Background: an optimization exercise with open tools, aiming at small area, a short achievable clock period and few clock cycles per item. Do not read the settings as production practice. In this exercise RTL edits were held to simulation tests only and were not proved equivalent to the original.

==> flow/design.v <==
module sigpcm_sine_lut (
    input  wire [6:0]  j,
    output reg  [62:0] level
);
    always @(*) begin
        case (j)
            7'd0: level = 63'h0000000000000000;
            7'd1: level = 63'h03242abef46ccfbf;
            7'd2: level = 63'h0647d97c437604fa;
            7'd3: level = 63'h096a9049670cfae6;
            7'd4: level = 63'h0c8bd35e14da15f1;
            7'd5: level = 63'h0fab272b54b9871a;
            7'd6: level = 63'h12c8106e8e613a22;
            7'd7: level = 63'h15e214448b3fc655;
            7'd8: level = 63'h18f8b83c69a60ab6;
            7'd9: level = 63'h1c0b826a7e4f62fc;
            7'd10: level = 63'h1f19f97b215f1aaf;
            7'd11: level = 63'h2223a4c563eceec1;
            7'd12: level = 63'h25280c5dab3e0b51;
            7'd13: level = 63'h2826b9282ecc0286;
            7'd14: level = 63'h2b1f34eb563fb9fc;
            7'd15: level = 63'h2e110a61f48b3d5d;
            7'd16: level = 63'h30fbc54d5d52c5a3;
            7'd17: level = 63'h33def28751db145b;
            7'd18: level = 63'h36ba2013c2b98056;
            7'd19: level = 63'h398cdd326388bc2d;
            7'd20: level = 63'h3c56ba700dec763c;
            7'd21: level = 63'h3f1749b7f13573f6;
            7'd22: level = 63'h41ce1e648bffb65a;
            7'd23: level = 63'h447acd506d2c8a10;
            7'd24: level = 63'h471cece6b9a321b2;
            7'd25: level = 63'h49b41533744b7aa2;
            7'd26: level = 63'h4c3fdff385c0d383;
            7'd27: level = 63'h4ebfe8a48142e4f1;
            7'd28: level = 63'h5133cc942477585f;
            7'd29: level = 63'h539b2aef8f97a44e;
            7'd30: level = 63'h55f5a4d233b27e8a;
            7'd31: level = 63'h5842dd5474b37b6d;
            7'd32: level = 63'h5a827999fcef3241;
            7'd33: level = 63'h5cb420dfbffe590d;
            7'd34: level = 63'h5ed77c89aabebb78;
            7'd35: level = 63'h60ec382ffe5db748;
            7'd36: level = 63'h62f201ac545d02d3;
            7'd37: level = 63'h64e88926498fed3c;
            7'd38: level = 63'h66cf811fce1d02ce;
            7'd39: level = 63'h68a69e81189e0776;
            7'd40: level = 63'h6a6d98a43a868c0c;
            7'd41: level = 63'h6c2429605407fe6d;
            7'd42: level = 63'h6dca0d1465b8f643;
            7'd43: level = 63'h6f5f02b1be54a67d;
            7'd44: level = 63'h70e2cbc602f6c348;
            7'd45: level = 63'h72552c84d047d3d9;
            7'd46: level = 63'h73b5ebd0f31dcbc2;
            7'd47: level = 63'h7504d3453724e6b0;
            7'd48: level = 63'h7641af3cca3518a2;
            7'd49: level = 63'h776c4edb3308f183;
            7'd50: level = 63'h78848413da1b92fe;
            7'd51: level = 63'h798a23b1238447b9;
            7'd52: level = 63'h7a7d055b18b76975;
            7'd53: level = 63'h7b5d039da1258cf3;
            7'd54: level = 63'h7c29fbee48c35ca8;
            7'd55: level = 63'h7ce3ceb193962313;
            7'd56: level = 63'h7d8a5f3fdd72c0aa;
            7'd57: level = 63'h7e1d93e9c52ea4d5;
            7'd58: level = 63'h7e9d55fc22945a85;
            7'd59: level = 63'h7f0991c3867f4d1e;
            7'd60: level = 63'h7f62368f44949677;
            7'd61: level = 63'h7fa736b40620e854;
            7'd62: level = 63'h7fd8878de5b5f78e;
            7'd63: level = 63'h7ff62182133432ec;
            7'd64: level = 63'h7fffffffffffffff;
            default: level = 63'd0;
        endcase
    end
endmodule
module sigpcm_geneval (
    input  wire        clk,
    input  wire        rst,           
    input  wire        req_valid,
    output wire        req_ready,
    input  wire [63:0] req_kind,      
    input  wire [63:0] req_param,     
    input  wire [63:0] req_delay,     
    input  wire [63:0] req_time,      
    input  wire [3:0]  req_width,     
    output wire        resp_valid,
    output wire [2:0]  resp_err,
    output wire [63:0] resp_info,
    output wire [63:0] resp_level,
    output wire [63:0] resp_quant
);
    localparam ARCH = 0;    
    localparam [63:0] UNIT_LEVEL = 64'h7FFF_FFFF_FFFF_FFFF;
    localparam [63:0] NEG_UNIT   = 64'h8000_0000_0000_0001;
    localparam [2:0] K_NONE   = 3'd0,
                     K_SINE   = 3'd1,
                     K_PULSE  = 3'd2,
                     K_SQUARE = 3'd3,
                     K_RUP    = 3'd4,
                     K_RDOWN  = 3'd5;
    localparam [2:0] E_OK      = 3'd0,
                     E_WIDTH   = 3'd1,
                     E_KIND    = 3'd2,
                     E_PARAM   = 3'd3,
                     E_BUFFER  = 3'd4;
    localparam [3:0] S_IDLE   = 4'd0,
                     S_C1     = 4'd1,    
                     S_C2     = 4'd2,    
                     S_C3     = 4'd3,    
                     S_MOD    = 4'd4,    
                     S_NEGFIX = 4'd5,    
                     S_IDX    = 4'd6,    
                     S_SQ     = 4'd7,    
                     S_LUT    = 4'd8,    
                     S_NEGL   = 4'd9,    
                     S_DIV    = 4'd10;   
    localparam [1:0] C_ZERO = 2'd0, C_UNIT = 2'd1, C_NEGU = 2'd2;
    reg [3:0]  state;
    reg        rdy;
    reg        vld;
    reg [2:0]  err_r;
    reg [2:0]  kind;
    reg        kind_big;   
    reg        kind_buf;   
    reg [3:0]  width;
    reg [5:0]  qsel;       
    reg        neg;        
    reg [4:0]  cnt;
    reg [4:0]  sh;         
    reg        f_div;      
    reg        f_cin0;     
    reg [63:0] R;          
    reg [63:0] D;          
    reg [63:0] Q;          
    assign req_ready  = rdy;
    assign resp_valid = vld;
    assign resp_err   = err_r;
    assign resp_info  = Q;
    assign resp_level = R;
    assign resp_quant = ({64{qsel[0]}} & {56'd0, R[63:56] ^ 8'h80}) |
                        ({64{qsel[1]}} & {48'd0, R[63:48]}) |
                        ({64{qsel[2]}} & {40'd0, R[63:40]}) |
                        ({64{qsel[3]}} & {32'd0, R[63:32]}) |
                        ({64{qsel[4]}} & {16'd0, R[63:16]}) |
                        ({64{qsel[5]}} & R);
    wire [5:0] wdec = {width == 4'd8, width == 4'd6, width == 4'd4,
                       width == 4'd3, width == 4'd2, width == 4'd1};
    wire width_ok  = |wdec;
    wire p_neg     = Q[63];
    wire p_zero    = (Q == 64'd0);
    wire kind_pos  = (kind == K_SINE) || (kind == K_SQUARE) || (kind == K_RUP) || (kind == K_RDOWN);
    wire is_ramp   = (kind == K_RUP) || (kind == K_RDOWN);
    reg [2:0] chk_err;
    always @(*) begin
        if (!width_ok)                              chk_err = E_WIDTH;
        else if (kind_big)                          chk_err = E_KIND;
        else if (kind_pos && (p_neg || p_zero))     chk_err = E_PARAM;
        else if (kind == K_PULSE && p_neg)          chk_err = E_PARAM;
        else if (kind_buf)                          chk_err = E_BUFFER;
        else                                        chk_err = E_OK;
    end
    wire [65:0] A  = f_div ? {R, Q[63:62]} : {2'b00, R};
    wire [65:0] d1 = {2'b00, D};
    wire [65:0] d2 = {1'b0, D, 1'b0};
    wire        cin1 = !f_cin0;
    wire [65:0] Y1, Y2, Y3;
    wire [65:0] cs_s = A ^ ~d1 ^ ~d2;
    wire [65:0] cs_c = {(A[64:0] & ~d1[64:0]) | (A[64:0] & ~d2[64:0]) | (~d1[64:0] & ~d2[64:0]), 1'b1};
    pfx_add #(.W(66), .ARCH(ARCH)) u_add1 (.a(A),    .b(~d1),  .cin(cin1), .s(Y1));
    pfx_add #(.W(66), .ARCH(ARCH)) u_add2 (.a(A),    .b(~d2),  .cin(1'b1), .s(Y2));
    pfx_add #(.W(66), .ARCH(ARCH)) u_add3 (.a(cs_s), .b(cs_c), .cin(1'b1), .s(Y3));
    wire        ge1 = !Y1[65];
    wire        ge2 = !Y2[65];
    wire        ge3 = !Y3[65];
    wire [1:0]  dig = {ge2, ge3 | (ge1 & !ge2)};
    wire        t3 = ge3, t2 = ge2 & !ge3, t1 = ge1 & !ge2, t0 = !ge1;
    wire [63:0] rstep = ({64{t3}} & Y3[63:0]) | ({64{t2}} & Y2[63:0]) |
                        ({64{t1}} & Y1[63:0]) | ({64{t0}} & A[63:0]);
    wire        r_nz, p_nz;
    wire [5:0]  r_lz, p_lz;
    sigpcm_lzc u_lzr (.x(R), .nz(r_nz), .lz(r_lz));
    sigpcm_lzc u_lzp (.x(Q), .nz(p_nz), .lz(p_lz));
    wire [6:0]  e_len = {1'b0, p_lz} - {1'b0, r_lz};
    wire [4:0]  m_len = (r_nz && !e_len[6]) ? e_len[5:1] : 5'd0;
    wire [5:0]  shamt = (state == S_C3) ? {sh, 1'b0} : 6'd0;
    wire [63:0] p_shl = Q << shamt;
    wire [7:0]  idx  = Q[7:0];
    wire [6:0]  lj   = idx[6] ? (7'd64 - {1'b0, idx[5:0]}) : {1'b0, idx[5:0]};
    wire [62:0] lval;
    sigpcm_sine_lut u_lut (
        .j     (lj),
        .level (lval)
    );
    wire ramp_le0 = R[63] || (R[62:0] == {63{1'b1}});    
    wire [63:0] q_next = {Q[61:0], dig};
    reg        fin;
    reg [1:0]  fsrc;      
    reg [1:0]  fconst;
    always @(*) begin
        fin    = 1'b0;
        fsrc   = 2'd0;
        fconst = C_ZERO;
        case (state)
            S_C1: if (chk_err != E_OK || kind == K_NONE) fin = 1'b1;
            S_C2: begin
                if (is_ramp) begin
                    if (ramp_le0) begin
                        fin = 1'b1;
                        fconst = (kind == K_RUP) ? C_ZERO : C_UNIT;
                    end else if (ge1) begin
                        fin = 1'b1;
                        fconst = (kind == K_RUP) ? C_UNIT : C_ZERO;
                    end
                end else if (kind == K_PULSE) begin
                    fin = 1'b1;
                    fconst = (!R[63] && !ge1) ? C_UNIT : C_ZERO;
                end
            end
            S_SQ: begin
                fin = 1'b1;
                fconst = ge2 ? C_NEGU : C_UNIT;
            end
            S_LUT: if (!idx[7]) begin
                fin  = 1'b1;
                fsrc = 2'd1;
            end
            S_NEGL: begin
                fin  = 1'b1;
                fsrc = 2'd2;
            end
            S_DIV: if (cnt == 5'd0) begin
                fin  = 1'b1;
                fsrc = 2'd3;
            end
            default: ;
        endcase
    end
    reg [63:0] flevel;
    always @(*) begin
        case (fsrc)
            2'd1:    flevel = {1'b0, lval};
            2'd2:    flevel = ~Y1[63:0];
            2'd3:    flevel = {1'b0, q_next[63:1] ^ {63{kind == K_RDOWN}}};
            default: flevel = (fconst == C_UNIT) ? UNIT_LEVEL :
                              (fconst == C_NEGU) ? NEG_UNIT : 64'd0;
        endcase
    end
    reg [3:0] nstate;
    always @(*) begin
        nstate = state;
        case (state)
            S_IDLE:   if (req_valid) nstate = S_C1;
            S_C1:     nstate = S_C2;
            S_C2:     nstate = is_ramp ? S_DIV : S_C3;
            S_C3:     nstate = S_MOD;
            S_MOD:    if (cnt == 5'd0) nstate = neg ? S_NEGFIX : (kind == K_SINE) ? S_IDX : S_SQ;
            S_NEGFIX: nstate = (kind == K_SINE) ? S_IDX : S_SQ;
            S_IDX:    if (cnt == 5'd0) nstate = S_LUT;
            S_LUT:    nstate = S_NEGL;
            S_DIV:    nstate = S_DIV;            
            default:  nstate = S_IDLE;
        endcase
        if (fin) nstate = S_IDLE;
    end
    wire acc_kbig = (|req_kind[63:3]) || (req_kind[2:0] == 3'd7);
    wire acc_kbuf = !(|req_kind[63:3]) && (req_kind[2:0] == 3'd6);
    wire        r_step = (state == S_MOD) || (state == S_IDX) || (state == S_DIV && cnt != 5'd0);
    wire        r_inv  = (state == S_NEGFIX) ||
                         (state == S_C1 && (kind == K_SINE || kind == K_SQUARE) && Y1[63]);
    reg  [63:0] r_other;
    always @(*) begin
        if (fin)
            r_other = (state == S_C1 && chk_err != E_OK) ? 64'd0 : flevel;
        else case (state)
            S_IDLE:           r_other = req_valid ? req_time : R;
            S_C1, S_NEGFIX:   r_other = Y1[63:0] ^ {64{r_inv}};
            S_LUT:            r_other = {1'b0, lval};
            default:          r_other = R;
        endcase
    end
    wire [63:0] r_next = r_step ? rstep : r_other;
    always @(posedge clk) begin
        R <= r_next;
    end
    always @(posedge clk) begin
        if (rst) begin
            state <= S_IDLE;
            rdy   <= 1'b1;
            vld   <= 1'b0;
        end else begin
            state <= nstate;
            rdy   <= (nstate == S_IDLE);
            vld   <= fin;
            f_div  <= (nstate == S_IDX) || (nstate == S_DIV) || (nstate == S_SQ);
            f_cin0 <= (state == S_IDLE && ((req_kind[2:0] == K_RUP) || (req_kind[2:0] == K_RDOWN))) ||
                      (nstate == S_NEGL);
            case (state)
                S_IDLE: if (req_valid) begin
                    D        <= req_delay;
                    Q        <= (acc_kbig || acc_kbuf) ? req_kind : req_param;
                    kind     <= req_kind[2:0];
                    kind_big <= acc_kbig;
                    kind_buf <= acc_kbuf;
                    width    <= req_width;
                end
                S_C1: begin
                    neg <= Y1[63];
                    D <= p_shl;                             
                    if (is_ramp) Q <= {~Y1[62:0], 1'b0};    
                end
                S_C2: begin
                    sh  <= m_len;
                    cnt <= is_ramp ? 5'd31 : m_len;
                end
                S_C3: begin
                    D <= p_shl;                             
                end
                S_MOD: begin
                    cnt <= cnt - 5'd1;
                    if (cnt == 5'd0) begin
                        D   <= p_shl;                       
                        Q   <= 64'd0;
                        cnt <= 5'd3;
                    end else begin
                        D <= {2'b00, D[63:2]};
                    end
                end
                S_IDX, S_DIV: begin
                    Q   <= q_next;
                    cnt <= cnt - 5'd1;
                end
                S_LUT: begin
                    D <= 64'd0;
                end
                default: ;
            endcase
            if (fin) begin
                err_r <= (state == S_C1) ? chk_err : E_OK;
                if (state == S_C1 && chk_err != E_OK) begin
                    Q    <= (chk_err == E_WIDTH) ? {60'd0, width} : Q;
                    qsel <= 6'd0;
                end else begin
                    Q    <= 64'd0;
                    qsel <= wdec;
                end
            end
        end
    end
endmodule
module sigpcm_lzc (
    input  wire [63:0] x,
    output wire        nz,
    output wire [5:0]  lz
);
    wire [63:0]  v0 = x;
    wire [31:0]  v1;  wire [31:0]  c1;
    wire [15:0]  v2;  wire [31:0]  c2;
    wire [7:0]   v3;  wire [23:0]  c3;
    wire [3:0]   v4;  wire [15:0]  c4;
    wire [1:0]   v5;  wire [9:0]   c5;
    genvar i;
    generate
        for (i = 0; i < 32; i = i + 1) begin : l1
            assign v1[i] = v0[2*i+1] | v0[2*i];
            assign c1[i] = !v0[2*i+1];
        end
        for (i = 0; i < 16; i = i + 1) begin : l2
            assign v2[i] = v1[2*i+1] | v1[2*i];
            assign c2[2*i+1 -: 2] = v1[2*i+1] ? {1'b0, c1[2*i+1]} : {1'b1, c1[2*i]};
        end
        for (i = 0; i < 8; i = i + 1) begin : l3
            assign v3[i] = v2[2*i+1] | v2[2*i];
            assign c3[3*i+2 -: 3] = v2[2*i+1] ? {1'b0, c2[4*i+3 -: 2]} : {1'b1, c2[4*i+1 -: 2]};
        end
        for (i = 0; i < 4; i = i + 1) begin : l4
            assign v4[i] = v3[2*i+1] | v3[2*i];
            assign c4[4*i+3 -: 4] = v3[2*i+1] ? {1'b0, c3[6*i+5 -: 3]} : {1'b1, c3[6*i+2 -: 3]};
        end
        for (i = 0; i < 2; i = i + 1) begin : l5
            assign v5[i] = v4[2*i+1] | v4[2*i];
            assign c5[5*i+4 -: 5] = v4[2*i+1] ? {1'b0, c4[8*i+7 -: 4]} : {1'b1, c4[8*i+3 -: 4]};
        end
    endgenerate
    assign nz = v5[1] | v5[0];
    assign lz = v5[1] ? {1'b0, c5[9:5]} : {1'b1, c5[4:0]};
endmodule
module pfx_add #(parameter W = 66, parameter ARCH = 1) (
    input  wire [W-1:0] a,
    input  wire [W-1:0] b,
    input  wire         cin,
    output wire [W-1:0] s
);
    localparam N = W + 1;
    localparam L = 7;            
    wire [N-1:0] g0 = {a & b, cin};
    wire [N-1:0] p0 = {a ^ b, 1'b0};
    wire [N-1:0] c;    
    genvar l, i;
    generate
    if (ARCH == 0) begin : skl
        wire [N-1:0] G [0:L];
        wire [N-1:0] P [0:L];
        assign G[0] = g0; assign P[0] = p0;
        for (l = 0; l < L; l = l + 1) begin : lv
            for (i = 0; i < N; i = i + 1) begin : b
                if (((i >> l) & 1) == 1) begin : m
                    localparam integer j = ((i >> l) << l) - 1;
                    assign G[l+1][i] = G[l][i] | (P[l][i] & G[l][j]);
                    assign P[l+1][i] = P[l][i] & P[l][j];
                end else begin : t
                    assign G[l+1][i] = G[l][i];
                    assign P[l+1][i] = P[l][i];
                end
            end
        end
        assign c = G[L];
    end else if (ARCH == 1) begin : bk
        wire [N-1:0] G [0:2*L];
        wire [N-1:0] P [0:2*L];
        assign G[0] = g0; assign P[0] = p0;
        for (l = 0; l < L; l = l + 1) begin : up
            for (i = 0; i < N; i = i + 1) begin : b
                if ((i % (2 << l)) == ((2 << l) - 1)) begin : m
                    assign G[l+1][i] = G[l][i] | (P[l][i] & G[l][i - (1 << l)]);
                    assign P[l+1][i] = P[l][i] & P[l][i - (1 << l)];
                end else begin : t
                    assign G[l+1][i] = G[l][i];
                    assign P[l+1][i] = P[l][i];
                end
            end
        end
        for (l = L - 2; l >= 0; l = l - 1) begin : dn
            for (i = 0; i < N; i = i + 1) begin : b
                if ((i % (2 << l)) == ((1 << l) - 1) && i >= (2 << l)) begin : m
                    assign G[2*L-1-l][i] = G[2*L-2-l][i] | (P[2*L-2-l][i] & G[2*L-2-l][i - (1 << l)]);
                    assign P[2*L-1-l][i] = P[2*L-2-l][i] & P[2*L-2-l][i - (1 << l)];
                end else begin : t
                    assign G[2*L-1-l][i] = G[2*L-2-l][i];
                    assign P[2*L-1-l][i] = P[2*L-2-l][i];
                end
            end
        end
        assign c = G[2*L-1];
    end else begin : rc
        assign c[0] = cin;
        for (i = 1; i < N; i = i + 1) begin : b
            assign c[i] = g0[i] | (p0[i] & c[i-1]);
        end
    end
    endgenerate
    assign s = p0[N-1:1] ^ c[N-2:0];
endmodule
==> flow/flow/run.sh <==
#!/bin/bash
set -euo pipefail
SETUP_MARGIN=${SETUP_MARGIN:-8.0}
bash standard.sh synth > synth.log 2>&1
bash standard.sh "SETUP_SLACK_MARGIN=$SETUP_MARGIN" \
    "BUFFER_PORTS_ARGS=-buffer_cell sky130_fd_sc_hd__buf_1" finish > layout.log 2>&1
==> flow/standard.sh <==
#!/bin/bash
# synth_recipe.tcl (not shown) runs the flow's synth.tcl, then flattens the netlist and writes it again
# the make line also repeats each setting of config.mk as NAME=value (left out here)
make -C /OpenROAD-flow-scripts/flow DESIGN_CONFIG=/design/flow/config.mk WORK_HOME=/design/flow/orfs CLKGATE_MAP_FILE= SYNTH_SCRIPT=/design/flow/synth_recipe.tcl "${@:-finish}"
==> flow/config.mk <==
export PLATFORM = sky130hd
export DESIGN_NAME = sigpcm_geneval
export DESIGN_NICKNAME = sigpcm_geneval
export VERILOG_FILES = /design/flow/design.v
export SDC_FILE = /design/flow/constraint.sdc
export NUM_CORES = 4
export LEC_CHECK = 0
export CAP_MARGIN = 20
export CELL_PAD_IN_SITES_DETAIL_PLACEMENT = 1
export CELL_PAD_IN_SITES_GLOBAL_PLACEMENT = 2
export CORE_MARGIN = 2
export CORE_UTILIZATION = 25
export PLACE_DENSITY = 0.4
export SLEW_MARGIN = 20
export SYNTH_MEMORY_MAX_BITS = 32768
==> flow/constraint.sdc <==
create_clock -name core_clock -period 14.0 [get_ports {clk}]
set_input_delay 2.8000 -clock core_clock [delete_from_list [all_inputs] [get_ports {clk}]]
set_output_delay 2.8000 -clock core_clock [all_outputs]
set_load 0.01 [all_outputs]
==> impl_metrics.toml, run 1 <==
[grt]
combined_global_route_utilization_of_all_metal_layers_pct = 39.5
antenna_found_initial = 27
grt_overflow = 0
grt_pass1_wl_um = 416000
grt_pass1_vias = 44815
grt_max_degree = 88

[drt]
wl_per_cell_um = 42.7
drt-pass1-iter-count = 7
routed_wirelength_um = 314000
via_per_inst = 6.40
route.antenna.remaining_nets = 0
via_count = 47096
drc = 0
detailedRoute.firstIterationViolations = 6320

[floorplan]
core_region_area_um2 = 149000
die-width_um = 391
io_pins = 460
start_util_pct = 25.1
die_area_um2 = 153000
die_height_um = 391
placement_rows = 142

[timing]
final-max-slew-violation-count = 0
hold_viol_final = 0
fin_crit_ns = 6.11
setup_viol = 0
max_clock_freq_mhz = 164
maxSlewHeadroom_pct = 14.4
tns_ns = 0
slew_at_the_pin_closest_to_its_max_slew_limit_ns = 1.27
finalWorstSetupSlack_ns = 7.89
unrepaired_setup_endpoints_after_global_routing = "true"
timing.hold.ws_ns = 0.574
final.setup_skew_ns = 0.0410
fin_crit_sh_pct = 43.7

[finish]
final_cell_mix = "493 x sky130_fd_sc_hd__a21oi_1, 460 x sky130_fd_sc_hd__buf_1, 446 x sky130_fd_sc_hd__nand2_1"
final_net_count = 5854
layout_commonest_cell = "sky130_fd_sc_hd__a21oi_1"
instances_no_fill = 7360
proportion_of_layout_cells_with_a_drive_suffix_above_1_pct = 11.1
areaGrowthSynthToFinish_pct = 19.0

[placed_design]
placement.setup.worst_slack_ns = 6.61
numPortBuffers = 459
placed_cells = 7209
gp_congestion = 1.02
dpl.hpwl_um = 247000

[synthesis]
ys_types = 118
ys_async_sr_fraction_pct = 0
synth_fp_nets = 5491
top_ff_cell_synth = "sky130_fd_sc_hd__edfxtp_1"
synth-seq-area-share_pct = 18.2
synth.yosys.warnings = 3
edff_count_synth = 223
total_standard_cell_area_after_synthesis_um2 = 37500
yosys_register_bits = 229
syn-instance-count = 4933
post_synth.cell_area_avg_um2 = 7.60

[cts]
tritoncts_clock_tree = "done"
cts_buffers = 38
cts_num_sinks = 229
clkTransAtPathRegs_ns = 0.06
ctsHoldBuffers = 0
worst_skew_pair.late_latency_ns = 0.66
root_buffer = "sky130_fd_sc_hd__clkbuf_16"
clk_path_buf_depth = 3
cts_max_level = 2

[worst_setup_path]
critPathBufInv = 6
slowest_delay_ns = 0.51
cp_max_fo = 36
cp.required_ns = 14.36
end_kind = "flip-flop"
cpLargestDelayFamily = "compound AO/OA/AOI/OAI gates"
critical-path-slowest-cell = "sky130_fd_sc_hd__nand3_1"
critPathMostFrequentCell = "sky130_fd_sc_hd__buf_4"
cp_cell_sequence = "inv_1 -> buf_4 -> ha_1 -> buf_4 -> nand2b_1 -> xnor2_2 -> buf_4 -> inv_2 -> buf_6 -> nand2_1 -> nand3_1 -> a31oi_1 -> a221oi_1 -> o21ai_1 -> a221oi_1 -> o21ai_0 -> a211oi_2 -> a31oi_1"
critPathKind = "flip-flop to flip-flop"
start_kind = "flip-flop"
worst-endpoint-arrival_ns = 6.47

[min_path]
hold_path.class = "flip-flop to flip-flop"

[status]
run_status = "finished clean"

[flow_run]
maxCapViolations = 0
routing by layer:
metal  vias up  share of wire (%)  track usage (%)
met4        14                4.0             13.2
met3       393                 10             11.0
met2      2801                 42             58.1
met1     24304                 44             55.1
li1      19584                  -                -
met5         -              0.029                0
synthesized netlist by cell type, drive strengths merged (36+ instances only):
library cell | number | area (um2)
a211oi | 78 | 586
a21o | 44 | 338
a21oi | 507 | 2560
a221oi | 148 | 1330
a222oi | 52 | 521
a22oi | 91 | 683
a31oi | 86 | 559
and2 | 42 | 263
and3 | 36 | 225
buf | 105 | 502
clkbuf | 305 | 1150
edfxtp | 223 | 6700
fa | 78 | 1560
ha | 217 | 2720
inv | 187 | 702
mux2 | 53 | 597
mux2i | 166 | 1670
nand2 | 457 | 1730
nand3 | 104 | 531
nand4 | 50 | 334
nor2 | 455 | 1720
nor3 | 120 | 617
nor4 | 50 | 325
o211ai | 45 | 338
o21ai | 397 | 2000
o221ai | 72 | 631
xnor2 | 175 | 1550
xor2 | 106 | 928
logic make-up after synthesis:
family          synth area share [%]
xor+xnor                        6.60
buf+inv                         6.27
mux                             6.11
simple gates                    17.9
compound gates                  33.6
flops                           18.2
fa+ha+maj                       11.4
what timing repair did:
| action | CTS | global route |
|---|---|---|
| pin swaps | 5 | 14 |
| endpoints found under the setup margin | 269 | 67 |
| setup buffers | 25 | 33 |
| resized for setup | 66 | 51 |
| gates cloned | 3 | 2 |
sequential cells by signal, indices dropped and copies added, names as in the netlist, 3 cells and up:
name,cells
D,64
cnt,5
Q,64
err_r,3
qsel,6
R,64
state,4
sh,5
width,4
kind,3
path summary, 6_finish.rpt:
kind              start  endpoint  slack, ns  cells past startpoint
setup / recovery   Q[0]     R[40]       7.89                     18
hold / removal    D[33]     D[31]       0.57                      2
hold reg to reg   D[33]     D[31]       0.57                      2
setup reg to reg   Q[0]     R[40]       7.89                     18
stage by stage:
stage	utilization [%]	cell area (um2)
after floorplan	-	37500
after global placement	28.1	42000
after detailed placement	28.2	42100
after CTS	29.5	44000
after global routing	29.8	44600
final	29.9	44600
final cells by class:
| cell class | instances | area, um2 |
|---|---|---|
| flip-flops and latches | 229 | 6820 |
| clock buffers | 44 | 973 |
| multi-input cells | 4108 | 29200 |
| repair buffers | 731 | 4110 |
| well taps | 2016 | 2520 |
| diodes | 18 | 45.0 |
| clock inverters | 26 | 240 |
| inverters | 188 | 706 |
| fillers | 18022 | 105000 |
worst register-to-register path: cells and delay by family, from the launching register on:
kind            cells  cell delay [ns]
xor+xnor            1             0.07
compound gates      7             2.09
flops               1             0.44
simple gates        3             1.27
fa+ha+maj           1             0.19
buf+inv             6             1.80
Testbench counts, summed over its fixed seeds: cycles 105,715, items 4,800.
==> run 2: changes to the inputs <==
==> flow/flow/run.sh (replaced) <==
#!/bin/bash
set -euo pipefail
SETUP_MARGIN=${SETUP_MARGIN:-8.5}
bash standard.sh synth > synth.log 2>&1
bash standard.sh "SETUP_SLACK_MARGIN=$SETUP_MARGIN" \
    "BUFFER_PORTS_ARGS=-buffer_cell sky130_fd_sc_hd__buf_1" finish > layout.log 2>&1
--- a/flow/config.mk
+++ b/flow/config.mk
@@ -9,7 +9,7 @@
 export CELL_PAD_IN_SITES_DETAIL_PLACEMENT = 1
 export CELL_PAD_IN_SITES_GLOBAL_PLACEMENT = 2
 export CORE_MARGIN = 2
-export CORE_UTILIZATION = 25
-export PLACE_DENSITY = 0.4
+export CORE_UTILIZATION = 30
+export PLACE_DENSITY = 0.45
 export SLEW_MARGIN = 20
 export SYNTH_MEMORY_MAX_BITS = 32768
==> run 2 against run 1 <==
Sequential share of layout area down 0.34 points. Still clean. Setup slack improved by 0.37 ns. Flip-flop and latch count stayed put. Clock-buffer cell count rose by 3. Via count is 1.4% higher.
==> impl_metrics.toml, run 2 <==
[status]
run_status = "finished clean"

[timing]
unrepaired_setup_endpoints_after_global_routing = "true"
fin_crit_sh_pct = 41.0
final.setup_skew_ns = 0.0205
fin_crit_ns = 5.74
final-max-slew-violation-count = 0
hold_viol_final = 0
maxSlewHeadroom_pct = 12.2
tns_ns = 0
setup_viol = 0
slew_at_the_pin_closest_to_its_max_slew_limit_ns = 1.31
max_clock_freq_mhz = 174

[synthesis]
top_ff_cell_synth = "sky130_fd_sc_hd__edfxtp_1"
synth_fp_nets = 5491
ys_async_sr_fraction_pct = 0
synth_most_common_cell = "sky130_fd_sc_hd__a21oi_1"
post_synth.cell_area_avg_um2 = 7.60
ys_types = 118
syn-instance-count = 4933
synth_area_leaders = "sky130_fd_sc_hd__edfxtp_1 18%, sky130_fd_sc_hd__ha_1 7.2%, sky130_fd_sc_hd__a21oi_1 6.7%, sky130_fd_sc_hd__nand2_1 4.5%, sky130_fd_sc_hd__nor2_1 4.5%"
synth.yosys.warnings = 3
synthTopCellsByCount = "504 x sky130_fd_sc_hd__a21oi_1, 453 x sky130_fd_sc_hd__nand2_1, 451 x sky130_fd_sc_hd__nor2_1, 338 x sky130_fd_sc_hd__o21ai_0, 304 x sky130_fd_sc_hd__clkbuf_1"
total_standard_cell_area_after_synthesis_um2 = 37500
synth-seq-area-share_pct = 18.2
synth_top_area_cell = "sky130_fd_sc_hd__edfxtp_1"
synth.top_cell.area_share_pct = 17.9
yosys_register_bits = 229
edff_count_synth = 223

[floorplan]
placement_rows = 129
core_region_area_um2 = 124000
start_util_pct = 30.3
die_height_um = 358
die-width_um = 358
io_pins = 460
die_area_um2 = 128000

[drt]
detailedRoute.firstIterationViolations = 7146
route.antenna.remaining_nets = 0
drc = 0
via_count = 47759
wl_per_cell_um = 41.4
drt-pass1-iter-count = 9
via_per_inst = 6.79
routed_wirelength_um = 291000

[placed_design]
gp_congestion = 1.03
dpl.hpwl_um = 220000
placed_cells = 6829
numPortBuffers = 459

[cts]
clkTransAtPathRegs_ns = 0.06
ctsHoldBuffers = 0
clk_path_buf_depth = 3
cts_num_sinks = 229
cts_buffers = 37
cts_max_level = 2
worst_skew_pair.late_latency_ns = 0.61
root_buffer = "sky130_fd_sc_hd__clkbuf_16"
tritoncts_clock_tree = "done"

[grt]
grt_max_degree = 107
grt_pass1_vias = 45664
grt_overflow = 0
grt_pass1_wl_um = 390000
antenna_found_initial = 37
combined_global_route_utilization_of_all_metal_layers_pct = 43.7

[finish]
largestRegisters = "D: 64 flops, Q: 64 flops, R: 64 flops"
proportion_of_layout_cells_with_a_drive_suffix_above_1_pct = 14.1
final_net_count = 5910
areaGrowthSynthToFinish_pct = 21.7
layout_commonest_cell = "sky130_fd_sc_hd__a21oi_1"
final_cell_mix = "489 x sky130_fd_sc_hd__a21oi_1, 459 x sky130_fd_sc_hd__buf_1, 438 x sky130_fd_sc_hd__nand2_1"
instances_no_fill = 7029

[worst_setup_path]
start_kind = "flip-flop"
critPathBufInv = 5
critPathKind = "flip-flop to flip-flop"
slowest_delay_ns = 0.92
cpLargestDelayFamily = "compound AO/OA/AOI/OAI gates"
cp_max_fo = 43
critical-path-slowest-cell = "sky130_fd_sc_hd__a2111oi_0"
worst-endpoint-arrival_ns = 6.18
cp.required_ns = 14.44
cp_cell_sequence = "clkbuf_8 -> inv_1 -> buf_6 -> ha_1 -> buf_4 -> clkinv_1 -> nand2_1 -> nor2_1 -> a2111oi_0 -> nor3_1 -> a21oi_1 -> o21ai_0 -> o221ai_1 -> nand2_1 -> a211oi_1"
end_kind = "flip-flop"
critPathMostFrequentCell = "sky130_fd_sc_hd__nand2_1"

[min_path]
hold_path.class = "flip-flop to flip-flop"

[flow_run]
maxCapViolations = 0
## run 2: cell counts after synthesis
No cell type changed its count.
## run 2: path summary, 6_finish.rpt
kind	from	end	slack, ns	cells after the start
setup / recovery	Q[0]	R[55]	8.26	15
hold / removal	D[23]	D[21]	0.57	2
setup reg to reg	Q[0]	R[55]	8.26	15
hold reg to reg	D[23]	D[21]	0.57	2
## run 2: cell families (layout without fill, tap and decap cells)
kind of cell | Yosys count | count (layout) | share of synthesized area, %
other cells | 0 | 14 | 0
xor+xnor | 281 | 282 | 6.60
compound gates | 1862 | 1865 | 33.6
simple gates | 1448 | 1449 | 17.9
buf+inv | 598 | 1038 | 6.27
mux | 220 | 220 | 6.11
flops | 229 | 229 | 18.2
fa+ha+maj | 295 | 295 | 11.4
## run 2: area by class of cell
type | count | area [um2]
clock buffer | 47 | 1000
fill | 15082 | 78300
clock inverter | 18 | 185
inverter | 188 | 708
multi-input combinational | 4111 | 30200
tap | 1637 | 2050
antenna | 14 | 35.0
sequential | 229 | 6820
timing repair buffer | 785 | 4640
## run 2: stage by stage
| step | util [%] | worst slack [ns] | cell area (um2) | hold WS [ns] |
|---|---|---|---|---|
| 2_1_floorplan | - | 8.51 | 37500 | 0.530 |
| 3_3_place_gp | 33.5 | 6.36 | 41500 | 0.550 |
| 3_5_place_dp | 33.5 | 6.68 | 41600 | 0.555 |
| 4_1_cts | 35.6 | 8.48 | 44200 | 0.572 |
| 5_1_grt | 36.8 | 8.44 | 45600 | 0.619 |
| 6_report | 36.8 | 8.26 | 45600 | 0.573 |
## run 2: repair_timing
| item | CTS | global route |
|---|---|---|
| gates resized for setup | 166 | 163 |
| pin swaps | 29 | 46 |
| setup buffers | 46 | 61 |
| endpoints found under the setup margin | 276 | 89 |
| gates cloned | 11 | 3 |
## run 2: metal layers
layer | vias up | GRT usage [%] | share of wire [%]
li1 | 19697 | - | -
met1 | 24186 | 57.4 | 41
met2 | 3096 | 64.2 | 42
met3 | 748 | 11.2 | 10
met4 | 32 | 25.9 | 6.9
met5 | - | 0.667 | 0.12
## run 2: worst register-to-register path, stage by stage (launching register included)
cell                        delay (ns)
sky130_fd_sc_hd__edfxtp_1         0.38
sky130_fd_sc_hd__clkbuf_8         0.31
sky130_fd_sc_hd__inv_1            0.20
sky130_fd_sc_hd__buf_6            0.36
sky130_fd_sc_hd__ha_1             0.22
sky130_fd_sc_hd__buf_4            0.41
sky130_fd_sc_hd__clkinv_1         0.68
sky130_fd_sc_hd__nand2_1          0.66
sky130_fd_sc_hd__nor2_1           0.13
sky130_fd_sc_hd__a2111oi_0        0.92
sky130_fd_sc_hd__nor3_1           0.09
sky130_fd_sc_hd__a21oi_1          0.37
sky130_fd_sc_hd__o21ai_0          0.25
sky130_fd_sc_hd__o221ai_1         0.27
sky130_fd_sc_hd__nand2_1          0.09
sky130_fd_sc_hd__a211oi_1         0.23
==> run 3: changes to the inputs <==
==> flow/flow/run.sh (replaced) <==
#!/bin/bash
set -euo pipefail
SETUP_MARGIN=${SETUP_MARGIN:-8.75}
bash standard.sh synth > synth.log 2>&1
bash standard.sh "SETUP_SLACK_MARGIN=$SETUP_MARGIN" \
    "BUFFER_PORTS_ARGS=-buffer_cell sky130_fd_sc_hd__buf_1" finish > layout.log 2>&1
--- a/flow/config.mk
+++ b/flow/config.mk
@@ -9,7 +9,7 @@
 export CELL_PAD_IN_SITES_DETAIL_PLACEMENT = 1
 export CELL_PAD_IN_SITES_GLOBAL_PLACEMENT = 2
 export CORE_MARGIN = 2
-export CORE_UTILIZATION = 30
-export PLACE_DENSITY = 0.45
+export CORE_UTILIZATION = 25
+export PLACE_DENSITY = 0.4
 export SLEW_MARGIN = 20
 export SYNTH_MEMORY_MAX_BITS = 32768
==> run 3 against run 2 <==
Clock-buffer cell count down 4. First-iteration DRC count down 16%. Sequential share of layout area down 1.2 points. Design area rose by 8.5%. Largest cell class unchanged.
==> impl_metrics.toml, run 3 <==
[placed_design]
numPortBuffers = 459
dpl.hpwl_um = 246000
gp_congestion = 0.994

[worst_setup_path]
cp_cell_sequence = "buf_6 -> buf_12 -> bufbuf_16 -> mux2_4 -> fa_1 -> ha_4 -> nand4_1 -> or2_4 -> o32a_1 -> nand3_4 -> buf_12 -> a31oi_4 -> a311oi_2 -> buf_4 -> xnor2_4 -> buf_4 -> buf_6 -> buf_16 -> a222oi_1 -> o21ai_1 -> a221o_1"
slowest_delay_ns = 0.49
start_kind = "flip-flop"
crit_start = "f_div"
setup.reg_to_reg.worst_slack_ns = 8.59
critical-path-slowest-cell = "sky130_fd_sc_hd__fa_1"
cp.required_ns = 14.37
end_kind = "flip-flop"
cp_max_fo = 16
critPathKind = "flip-flop to flip-flop"
worst-endpoint-arrival_ns = 5.78
worst_r2r_startpoint = "f_div"

[drt]
via_count = 47656
drc = 0
via_per_inst = 6.30
detailedRoute.firstIterationViolations = 6036
drt-pass1-iter-count = 8
wl_per_cell_um = 42.4
route.antenna.remaining_nets = 0
routed_wirelength_um = 320000

[status]
run_status = "finished clean"

[cts]
worst_skew_pair.late_latency_ns = 0.64
cts_num_sinks = 229
clkTransAtPathRegs_ns = 0.07
cts_buffers = 36
cts_max_level = 2
clk_path_buf_depth = 3
ctsHoldBuffers = 0
root_buffer = "sky130_fd_sc_hd__clkbuf_16"
tritoncts_clock_tree = "done"

[finish]
final_cell_mix = "463 x sky130_fd_sc_hd__a21oi_1, 459 x sky130_fd_sc_hd__buf_1, 431 x sky130_fd_sc_hd__nand2_1"
total_of_fill_cells_in_the_finished_design = 17814
final_net_count = 6065
proportion_of_layout_cells_with_a_drive_suffix_above_1_pct = 19.9
areaGrowthSynthToFinish_pct = 32.0
final_core_utilization_pct = 33.1
largestRegisters = "D: 64 flops, Q: 64 flops, R: 64 flops"
layout_commonest_cell = "sky130_fd_sc_hd__a21oi_1"

[grt]
grt_pass1_wl_um = 423000
grt_pass1_vias = 45486
grt_max_degree = 91
combined_global_route_utilization_of_all_metal_layers_pct = 40.2
antenna_found_initial = 30
grt_overflow = 0

[timing]
hold_viol_final = 0
fin_crit_sh_pct = 38.6
fin_crit_ns = 5.41
final-max-slew-violation-count = 0
maxSlewHeadroom_pct = 19.2
setup_viol = 0
unrepaired_setup_endpoints_after_global_routing = "true"
slew_at_the_pin_closest_to_its_max_slew_limit_ns = 1.20
timing.hold.ws_ns = 0.574
max_clock_freq_mhz = 185
tns_ns = 0
final.setup_skew_ns = 0.0526

[synthesis]
synth_most_common_cell = "sky130_fd_sc_hd__a21oi_1"
syn-instance-count = 4933
synth.yosys.warnings = 3
post_synth.cell_area_avg_um2 = 7.60
ys_async_sr_fraction_pct = 0
synth_area_leaders = "sky130_fd_sc_hd__edfxtp_1 18%, sky130_fd_sc_hd__ha_1 7.2%, sky130_fd_sc_hd__a21oi_1 6.7%, sky130_fd_sc_hd__nand2_1 4.5%, sky130_fd_sc_hd__nor2_1 4.5%"
edff_count_synth = 223
synth.top_cell.area_share_pct = 17.9
synth_fp_nets = 5491
synth-seq-area-share_pct = 18.2
top_ff_cell_synth = "sky130_fd_sc_hd__edfxtp_1"
total_standard_cell_area_after_synthesis_um2 = 37500
synth_top_area_cell = "sky130_fd_sc_hd__edfxtp_1"
synthTopCellsByCount = "504 x sky130_fd_sc_hd__a21oi_1, 453 x sky130_fd_sc_hd__nand2_1, 451 x sky130_fd_sc_hd__nor2_1, 338 x sky130_fd_sc_hd__o21ai_0, 304 x sky130_fd_sc_hd__clkbuf_1"
yosys_register_bits = 229
ys_types = 118

[floorplan]
io_pins = 460
die-width_um = 391
core_region_area_um2 = 149000
die_area_um2 = 153000
placement_rows = 142
die_height_um = 391
start_util_pct = 25.1

[flow_run]
maxCapViolations = 0

[min_path]
hold_path.class = "flip-flop to flip-flop"
worst_hold_startpoint = "D[32]"
[run 3: cell families after synthesis]
| group | count (synthesis) | synth area share [%] |
|---|---|---|
| xor gates and xnor gates | 281 | 6.60 |
| AOI/OAI and AO/OA | 1862 | 33.6 |
| DFF | 229 | 18.2 |
| and+or+nand+nor | 1448 | 17.9 |
| adders and majority gates | 295 | 11.4 |
| buffers and inverters | 598 | 6.27 |
| muxes | 220 | 6.11 |
[run 3: final timing paths]
| kind | cells past startpoint | endpoint |
|---|---|---|
| worst max-delay path | 21 | R[33] |
| worst max register to register | 21 | R[33] |
| worst min-delay path | 2 | D[30] |
| worst min register to register | 2 | D[30] |
[run 3: area by class of cell]
| cell class | count | area (um2) | area share [%] |
|---|---|---|---|
| sequential | 229 | 6820 | 13.8 |
| clock inverter | 22 | 323 | 0.652 |
| clock buffer | 43 | 947 | 1.91 |
| inverter | 188 | 717 | 1.45 |
| multi-input combinational | 4108 | 31600 | 63.9 |
| timing repair buffer | 944 | 6510 | 13.2 |
| antenna | 10 | 25.0 | 0.0505 |
| tap | 2016 | 2520 | 5.09 |
[run 3: critical path, delay by kind of cell, from the launching register on]
family / cells / cell delay, ns
and+or+nand+nor: 3 / 0.51
xor gates and xnor gates: 1 / 0.10
adders and majority gates: 2 / 0.78
DFF: 1 / 0.39
muxes: 1 / 0.34
AOI/OAI and AO/OA: 6 / 1.55
buffers and inverters: 8 / 1.43
[run 3: through the flow]
stage / instance area (um2) / std cells / setup WS [ns]
floorplan: 37500 / 4933 / 8.75
global placement: 42100 / 7203 / 5.58
detailed placement: 42200 / 7210 / 6.34
CTS: 47100 / 7429 / 8.66
global route: 49500 / 7553 / 8.47
finish: 49500 / 7560 / 8.59
[run 3: timing repair]
action                                  CTS  global route
cloned                                   13             4
endpoints found under the setup margin  280           115
setup buffers                           141           117
gates resized for setup                 391           267
pin swaps                                77            92
[run 3: layer usage]
| metal | wire, um | up-vias | part of all wire (%) | track usage (%) |
|---|---|---|---|---|
| li1 | - | 20007 | - | - |
| met2 | 133000 | 2735 | 42 | 59.1 |
| met4 | 15700 | 20 | 4.9 | 15.7 |
| met5 | 166 | - | 0.052 | 0 |
| met1 | 138000 | 24399 | 43 | 55.3 |
| met3 | 32900 | 495 | 10 | 10.9 |
==> run 4: changes to the inputs <==
==> flow/flow/run.sh (replaced) <==
#!/bin/bash
set -euo pipefail
SETUP_MARGIN=${SETUP_MARGIN:-8.5}
bash standard.sh synth > synth.log 2>&1
bash standard.sh "SETUP_SLACK_MARGIN=$SETUP_MARGIN" \
    "BUFFER_PORTS_ARGS=-buffer_cell sky130_fd_sc_hd__buf_1" finish > layout.log 2>&1
--- a/flow/config.mk
+++ b/flow/config.mk
@@ -6,8 +6,8 @@
 export NUM_CORES = 4
 export LEC_CHECK = 0
 export CAP_MARGIN = 20
-export CELL_PAD_IN_SITES_DETAIL_PLACEMENT = 1
-export CELL_PAD_IN_SITES_GLOBAL_PLACEMENT = 2
+export CELL_PAD_IN_SITES_DETAIL_PLACEMENT = 0
+export CELL_PAD_IN_SITES_GLOBAL_PLACEMENT = 1
 export CORE_MARGIN = 2
 export CORE_UTILIZATION = 25
 export PLACE_DENSITY = 0.4
==> run 4 against run 3 <==
Wire length decreased by 1.8%. Clock skew increased by 0.0094 ns. Register-to-register slack got worse by 0.20 ns. Die area unchanged. Largest cell class unchanged. Highest routed layer unchanged.
==> impl_metrics.toml, run 4 <==
[worst_setup_path]
start_kind = "flip-flop"
worst_r2r_startpoint = "Q[2]"
end_kind = "flip-flop"
worstReg2RegEnd = "R[16]"
crit_end = "R[16]"
setup.reg_to_reg.worst_slack_ns = 8.39
critical-path-slowest-cell = "sky130_fd_sc_hd__edfxtp_1"
cp_max_fo = 48
cp_cell_sequence = "buf_4 -> o31ai_2 -> xnor2_2 -> buf_6 -> buf_6 -> nor2_2 -> buf_4 -> nand2_1 -> nand2_1 -> a211o_1 -> o31ai_1 -> a21oi_1 -> a222oi_1 -> o21ai_1 -> a21oi_1 -> a21oi_1"
ff2ff_path_depth = 16
critPathKind = "flip-flop to flip-flop"
critPathBufInv = 4
cpLargestDelayFamily = "compound AO/OA/AOI/OAI gates"
slowest_delay_ns = 0.67
crit_start = "Q[2]"
worst-endpoint-arrival_ns = 5.97
cp.required_ns = 14.36
critPathMostFrequentCell = "sky130_fd_sc_hd__a21oi_1"
cp.depth = 16

[finish]
final_core_utilization_pct = 31.1
largestRegisters = "D: 64 flops, Q: 64 flops, R: 64 flops"
layout_commonest_cell = "sky130_fd_sc_hd__a21oi_1"
areaGrowthSynthToFinish_pct = 24.1
proportion_of_layout_cells_with_a_drive_suffix_above_1_pct = 14.7
final_cell_mix = "491 x sky130_fd_sc_hd__a21oi_1, 459 x sky130_fd_sc_hd__buf_1, 440 x sky130_fd_sc_hd__nand2_1"
final_net_count = 5935
total_of_fill_cells_in_the_finished_design = 16491

[synthesis]
synthTopCellsByCount = "504 x sky130_fd_sc_hd__a21oi_1, 453 x sky130_fd_sc_hd__nand2_1, 451 x sky130_fd_sc_hd__nor2_1, 338 x sky130_fd_sc_hd__o21ai_0, 304 x sky130_fd_sc_hd__clkbuf_1"
syn-instance-count = 4933
synth_simple_gate_area_share_pct = 17.9
multiplexer_area_fraction_after_synthesis_pct = 6.11
post_synth.cell_area_avg_um2 = 7.60
synth_most_common_cell = "sky130_fd_sc_hd__a21oi_1"
synth.top_cell.area_share_pct = 17.9
yosys_register_bits = 229
edff_count_synth = 223
synth_compound_gate_area_share_pct = 33.6
synth-seq-area-share_pct = 18.2
top_ff_cell_synth = "sky130_fd_sc_hd__edfxtp_1"
total_standard_cell_area_after_synthesis_um2 = 37500
ys_types = 118
main_combinational_cell_family_by_area_after_synthesis = "compound AO/OA/AOI/OAI gates"
synth_area_leaders = "sky130_fd_sc_hd__edfxtp_1 18%, sky130_fd_sc_hd__ha_1 7.2%, sky130_fd_sc_hd__a21oi_1 6.7%, sky130_fd_sc_hd__nand2_1 4.5%, sky130_fd_sc_hd__nor2_1 4.5%"
synth.yosys.warnings = 3
synth_fp_nets = 5491
synth_top_area_cell = "sky130_fd_sc_hd__edfxtp_1"
parity_gate_share_of_the_synthesized_area_counting_xor_and_xnor_cells_pct = 6.60
ys_async_sr_fraction_pct = 0
adder_cell_share_of_the_synthesized_area_pct = 11.4

[cts]
tritoncts_clock_tree = "done"
cts_max_level = 2
cts_num_sinks = 229
worst_skew_pair.late_latency_ns = 0.65
clkTransAtPathRegs_ns = 0.06
cts_buffers = 36
ctsHoldBuffers = 0
root_buffer = "sky130_fd_sc_hd__clkbuf_16"
clk_path_buf_depth = 3

[grt]
grt_max_degree = 87
grt_pass1_vias = 44736
grt_overflow = 0
grt_pass1_wl_um = 411000
antenna_found_initial = 39
combined_global_route_utilization_of_all_metal_layers_pct = 39.2

[drt]
drc = 0
wl_per_cell_um = 42.3
detailedRoute.firstIterationViolations = 5654
routed_wirelength_um = 315000
drt-pass1-iter-count = 8
via_per_inst = 6.35
route.antenna.remaining_nets = 0
via_count = 47230

[timing]
fin_crit_ns = 5.61
maxSlewHeadroom_pct = 17.5
hold_viol_final = 0
setup_viol = 0
fin_crit_sh_pct = 40.1
tns_ns = 0
max_clock_freq_mhz = 178
slew_at_the_pin_closest_to_its_max_slew_limit_ns = 1.23
final-max-slew-violation-count = 0
final.setup_skew_ns = 0.0620
unrepaired_setup_endpoints_after_global_routing = "true"

[floorplan]
core_region_area_um2 = 149000
die_height_um = 391
start_util_pct = 25.1
die-width_um = 391
die_area_um2 = 153000
io_pins = 460
placement_rows = 142

[status]
run_status = "finished clean"

[flow_run]
maxCapViolations = 0

[placed_design]
gp_congestion = 1.01
dpl.hpwl_um = 239000
numPortBuffers = 459

[min_path]
worst_hold_startpoint = "D[3]"
hold_path.class = "flip-flop to flip-flop"
run 4: cell counts after synthesis:
Identical to the previous run, type by type.
run 4: area by class of cell:
class                      instances  area (um2)  area share (%)
timing repair buffer             815        4990            10.7
clock inverter                    15         220           0.473
inverter                         188         716            1.54
sequential                       229        6820            14.6
antenna                           17        42.5          0.0914
tap                             2016        2520            5.42
multi-input combinational       4107       30200            65.0
clock buffer                      50         983            2.11
run 4: worst min-delay path by stage:
stage               endpoint  slack [ns]  depth (start not counted)
floorplan              D[21]        0.53                          2
global placement       D[28]        0.56                          2
detailed placement     D[24]        0.56                          2
CTS                     D[1]        0.58                          2
global route           D[30]        0.60                          2
finish                  D[1]        0.58                          2
run 4: layer usage:
| layer | global-route usage [%] | part of all wire [%] | routed length, um |
|---|---|---|---|
| met5 | 0 | 0.047 | 148 |
| met2 | 59.5 | 43 | 134000 |
| met1 | 52.3 | 43 | 134000 |
| met4 | 19.3 | 5.8 | 18300 |
| met3 | 8.56 | 8.8 | 27700 |
run 4: repair_timing:
item / 4_1_cts / 5_1_grt
cloned: 5 / 8
endpoints found under the setup margin: 279 / 184
resized for setup: 175 / 171
buffers inserted: 48 / 51
endpoints found under the hold margin: 0 / 0
pin swaps: 27 / 49
run 4: worst min-delay path, cell delays in order, from the launching register on:
cell and delay [ns]:
sky130_fd_sc_hd__edfxtp_1 0.34, sky130_fd_sc_hd__a22oi_1 0.07, sky130_fd_sc_hd__nand2_1 0.09
run 4: through the flow:
| step | hold WS [ns] | std cells | setup slack (ns) | cell area, um2 |
|---|---|---|---|---|
| 2_1_floorplan | 0.530 | 4933 | 8.51 | 37500 |
| 3_3_place_gp | 0.563 | 7242 | 5.83 | 42400 |
| 3_5_place_dp | 0.563 | 7243 | 6.64 | 42400 |
| 4_1_cts | 0.575 | 7361 | 8.43 | 45000 |
| 5_1_grt | 0.597 | 7423 | 8.46 | 46500 |
| 6_report | 0.581 | 7437 | 8.39 | 46500 |
run 4: kinds of logic (layout without fill, tap and decap cells):
family / count (synthesis) / count (layout)
compound gates: 1862 / 1862
simple gates: 1448 / 1449
buf+inv: 598 / 1068
fa+ha+maj: 295 / 295
xor+xnor: 281 / 281
flops: 229 / 229
mux: 220 / 220
other cells: 0 / 17
==> run 5: changes to the inputs <==
--- a/flow/design.v
+++ b/flow/design.v
@@ -127,6 +127,7 @@
     reg        neg;        
     reg [4:0]  cnt;
     reg [4:0]  sh;         
+    reg [5:0]  qm;         
     reg        f_div;      
     reg        f_cin0;     
     reg [63:0] R;          
@@ -185,7 +186,7 @@
     wire [5:0]  shamt = (state == S_C3) ? {sh, 1'b0} : 6'd0;
     wire [63:0] p_shl = Q << shamt;
     wire [7:0]  idx  = Q[7:0];
-    wire [6:0]  lj   = idx[6] ? (7'd64 - {1'b0, idx[5:0]}) : {1'b0, idx[5:0]};
+    wire [6:0]  lj   = idx[6] ? {idx[5:0] == 6'd0, ~qm} : {1'b0, idx[5:0]};
     wire [62:0] lval;
     sigpcm_sine_lut u_lut (
         .j     (lj),
@@ -320,6 +321,7 @@
                     if (cnt == 5'd0) begin
                         D   <= p_shl;                       
                         Q   <= 64'd0;
+                        qm  <= 6'h3f;
                         cnt <= 5'd3;
                     end else begin
                         D <= {2'b00, D[63:2]};
@@ -327,6 +329,7 @@
                 end
                 S_IDX, S_DIV: begin
                     Q   <= q_next;
+                    qm  <= (dig != 2'd0) ? {Q[3:0], dig - 2'd1} : {qm[3:0], 2'b11};
                     cnt <= cnt - 5'd1;
                 end
                 S_LUT: begin
--- a/flow/config.mk
+++ b/flow/config.mk
@@ -6,8 +6,8 @@
 export NUM_CORES = 4
 export LEC_CHECK = 0
 export CAP_MARGIN = 20
-export CELL_PAD_IN_SITES_DETAIL_PLACEMENT = 0
-export CELL_PAD_IN_SITES_GLOBAL_PLACEMENT = 1
+export CELL_PAD_IN_SITES_DETAIL_PLACEMENT = 1
+export CELL_PAD_IN_SITES_GLOBAL_PLACEMENT = 2
 export CORE_MARGIN = 2
 export CORE_UTILIZATION = 25
 export PLACE_DENSITY = 0.4
==> run 5 against run 4 <==
Still clean on timing, DRC and antenna. Final cell count increased by 1.5%. Wire length up 4.2%. Die area rose by 2.9%. Area after synthesis is 2.9% higher. Synthesized cell count up 2.3%.
==> impl_metrics.toml, run 5 <==
[status]
run_status = "finished clean"

[timing]
final.setup_skew_ns = 0.0338
max_clock_freq_mhz = 171
fin_crit_sh_pct = 41.7
unrepaired_setup_endpoints_after_global_routing = "true"
final-max-slew-violation-count = 0
fin_crit_ns = 5.84
hold_viol_final = 0
maxSlewHeadroom_pct = 11.6
tns_ns = 0
setup_viol = 0
finalWorstSetupSlack_ns = 8.16
slew_at_the_pin_closest_to_its_max_slew_limit_ns = 1.32

[placed_design]
placement.setup.worst_slack_ns = 5.85
placed_area_um2 = 43300
dpl.hpwl_um = 249000
gp_congestion = 0.974
numPortBuffers = 459

[synthesis]
post_synth.cell_area_avg_um2 = 7.65
synthTopCellsByCount = "506 x sky130_fd_sc_hd__a21oi_1, 425 x sky130_fd_sc_hd__nand2_1, 403 x sky130_fd_sc_hd__nor2_1, 374 x sky130_fd_sc_hd__o21ai_0, 369 x sky130_fd_sc_hd__clkbuf_1"
edff_count_synth = 229
synth-seq-area-share_pct = 18.1
synth.yosys.warnings = 3
synth_fp_nets = 5610
synth_area_leaders = "sky130_fd_sc_hd__edfxtp_1 18%, sky130_fd_sc_hd__ha_1 7.2%, sky130_fd_sc_hd__a21oi_1 6.6%, sky130_fd_sc_hd__o21ai_0 4.8%, sky130_fd_sc_hd__nand2_1 4.1%"
ys_async_sr_fraction_pct = 0
synth_top_area_cell = "sky130_fd_sc_hd__edfxtp_1"
total_standard_cell_area_after_synthesis_um2 = 38600
top_ff_cell_synth = "sky130_fd_sc_hd__edfxtp_1"
synth.top_cell.area_share_pct = 17.8
yosys_register_bits = 235
ys_types = 114
synth_most_common_cell = "sky130_fd_sc_hd__a21oi_1"
syn-instance-count = 5048

[floorplan]
io_pins = 460
die_area_um2 = 158000
die-width_um = 397
die_height_um = 397
start_util_pct = 25.1
core_region_area_um2 = 154000
placement_rows = 144

[grt]
grt_pass1_vias = 47870
grt_max_degree = 74
antenna_found_initial = 49
grt_pass1_wl_um = 438000
combined_global_route_utilization_of_all_metal_layers_pct = 40.1
grt_overflow = 0

[worst_setup_path]
worst-endpoint-arrival_ns = 6.19
critical-path-slowest-cell = "sky130_fd_sc_hd__edfxtp_1"
worstReg2RegEnd = "R[62]"
end_kind = "flip-flop"
start_kind = "flip-flop"
critPathKind = "flip-flop to flip-flop"
setup.reg_to_reg.worst_slack_ns = 8.16
slowest_delay_ns = 0.77
cpLargestDelayFamily = "compound AO/OA/AOI/OAI gates"
crit_start = "D[6]"
cp.required_ns = 14.35
worst_r2r_startpoint = "D[6]"
crit_end = "R[62]"
critPathMostFrequentCell = "sky130_fd_sc_hd__nor2_4"
cp_max_fo = 4
cp.depth = 25
critPathBufInv = 8
ff2ff_path_depth = 25

[finish]
largestRegisters = "D: 64 flops, Q: 64 flops, R: 64 flops"
final_cell_mix = "468 x sky130_fd_sc_hd__a21oi_1, 459 x sky130_fd_sc_hd__buf_1, 381 x sky130_fd_sc_hd__nand2_1"
layout_commonest_cell = "sky130_fd_sc_hd__a21oi_1"
total_of_fill_cells_in_the_finished_design = 18360
layout.cell_area.non_filler_um2 = 48700
areaGrowthSynthToFinish_pct = 26.1
final_net_count = 6020
final_core_utilization_pct = 31.7
proportion_of_layout_cells_with_a_drive_suffix_above_1_pct = 16.6

[cts]
cts_buffers = 37
cts_max_level = 2
worst_skew_pair.late_latency_ns = 0.64
root_buffer = "sky130_fd_sc_hd__clkbuf_16"
ctsHoldBuffers = 0
clk_path_buf_depth = 3
cts_num_sinks = 235
tritoncts_clock_tree = "done"
clkTransAtPathRegs_ns = 0.06

[drt]
drt-pass1-iter-count = 8
routed_wirelength_um = 328000
wl_per_cell_um = 43.4
drc = 0
via_count = 48738
via_per_inst = 6.45
detailedRoute.firstIterationViolations = 6151
route.antenna.remaining_nets = 0

[flow_run]
maxCapViolations = 0

[min_path]
hold_path.class = "flip-flop to flip-flop"
[run 5: kinds of logic (layout without fill, tap and decap cells)]
| kind of cell | count (synthesis) | after routing | synth area share [%] |
|---|---|---|---|
| DFF | 235 | 235 | 18.1 |
| other | 0 | 21 | 0 |
| and+or+nand+nor | 1445 | 1448 | 17.7 |
| buffers and inverters | 645 | 1078 | 6.53 |
| adders and majority gates | 299 | 299 | 11.2 |
| muxes | 208 | 208 | 5.73 |
| xor gates and xnor gates | 273 | 273 | 6.34 |
| AOI/OAI and AO/OA | 1943 | 1946 | 34.4 |
[run 5: what timing repair did]
item | in CTS | in global routing
gates resized for setup | 419 | 93
pin swaps | 76 | 42
endpoints found under the setup margin | 273 | 138
hold endpoints to repair | 0 | 0
gates cloned | 19 | 0
buffers inserted | 99 | 13
[run 5: worst min path at each step]
stage                 end  startpoint  cells past startpoint
global placement    D[24]       D[26]                      2
CTS                 D[31]       D[33]                      2
finish              D[22]       D[24]                      2
global route        D[24]       D[26]                      2
detailed placement  D[31]       D[33]                      2
floorplan           D[16]       D[18]                      2
[run 5: stage by stage]
stage / instances / hold WS, ns
after floorplan: 5048 / 0.530
after global placement: 7332 / 0.549
after detailed placement: 7332 / 0.564
after CTS: 7518 / 0.581
after global routing: 7533 / 0.610
final: 7552 / 0.578
[run 5: area by class of cell]
class / instances / area, um2 / share of cell area, %
flip-flops and latches: 235 / 7000 / 14.4
inverters: 185 / 697 / 1.43
multi-input cells: 4174 / 32000 / 65.8
well taps: 2044 / 2560 / 5.26
clock inverters: 24 / 246 / 0.507
clock buffers: 44 / 962 / 1.98
repair buffers: 825 / 5140 / 10.6
diodes: 21 / 52.6 / 0.108
[run 5: worst reg2reg max path: stages, from the launching register on]
cell and delay [ns]:
sky130_fd_sc_hd__edfxtp_1 0.77, sky130_fd_sc_hd__inv_1 0.36, sky130_fd_sc_hd__ha_4 0.37, sky130_fd_sc_hd__nand4_1 0.17
sky130_fd_sc_hd__a2111oi_4 0.29, sky130_fd_sc_hd__o41ai_4 0.14, sky130_fd_sc_hd__buf_6 0.16, sky130_fd_sc_hd__a211oi_4 0.42
sky130_fd_sc_hd__o2111ai_4 0.25, sky130_fd_sc_hd__a2111oi_4 0.33, sky130_fd_sc_hd__buf_4 0.20, sky130_fd_sc_hd__nor2_4 0.06
sky130_fd_sc_hd__xor2_1 0.16, sky130_fd_sc_hd__buf_4 0.17, sky130_fd_sc_hd__inv_4 0.04, sky130_fd_sc_hd__and3_4 0.18
sky130_fd_sc_hd__a21oi_4 0.15, sky130_fd_sc_hd__nor2_4 0.06, sky130_fd_sc_hd__ha_4 0.16, sky130_fd_sc_hd__nor2_4 0.12
sky130_fd_sc_hd__buf_6 0.12, sky130_fd_sc_hd__nor2_4 0.03, sky130_fd_sc_hd__buf_12 0.17, sky130_fd_sc_hd__buf_8 0.13
sky130_fd_sc_hd__a311oi_2 0.41, sky130_fd_sc_hd__a31oi_1 0.15
[run 5: routing by layer]
layer / up-vias / share of wire, % / GRT usage [%]
met5: - / 0.061 / 0
li1: 20189 / - / -
met3: 561 / 8.6 / 8.92
met2: 2660 / 43 / 61.7
met4: 30 / 4.9 / 16.4
met1: 25298 / 43 / 54.0
Testbench counts of run 5, summed over its fixed seeds: cycles 105,715, items 4,800.

==> afterwards: timing with drivers on the ports <==
The results above use ideal ports. As a check the final layouts listed here were re-extracted and re-timed, cells and wires unchanged.
Step 1 (the two cells are an assumption about what drives the block):
set clk [get_ports {clk}]
set_driving_cell -lib_cell sky130_fd_sc_hd__clkbuf_16 $clk
set_driving_cell -lib_cell sky130_fd_sc_hd__buf_2 [delete_from_list [all_inputs] $clk]
Step 2 also shifts input and output timing later by t, the mid clock arrival at the registers, as if the neighbouring blocks saw the same clock.
a / b / c = no drivers / after step 1 / after step 2; a / b = the first two.
run | shift t [ns] | setup slack, ns | slew at the worst register clock pin (ns)
run 1 | 0.722 | 7.888 / 7.888 / 7.554 | 0.07 / 0.07
run 2 | 0.683 | 8.260 / 8.260 / 8.095 | 0.07 / 0.07
run 3 | 0.703 | 8.589 / 8.589 / 8.236 | 0.07 / 0.07
run 4 | 0.710 | 8.386 / 8.386 / 8.023 | 0.07 / 0.07
run 5 | 0.698 | 8.163 / 8.163 / 8.021 | 0.07 / 0.07
After both steps setup and hold are still met in every run listed. The setup slack of run 4, which loses most, moves by 0.000 ns with the drivers and by -0.363 ns with both steps.
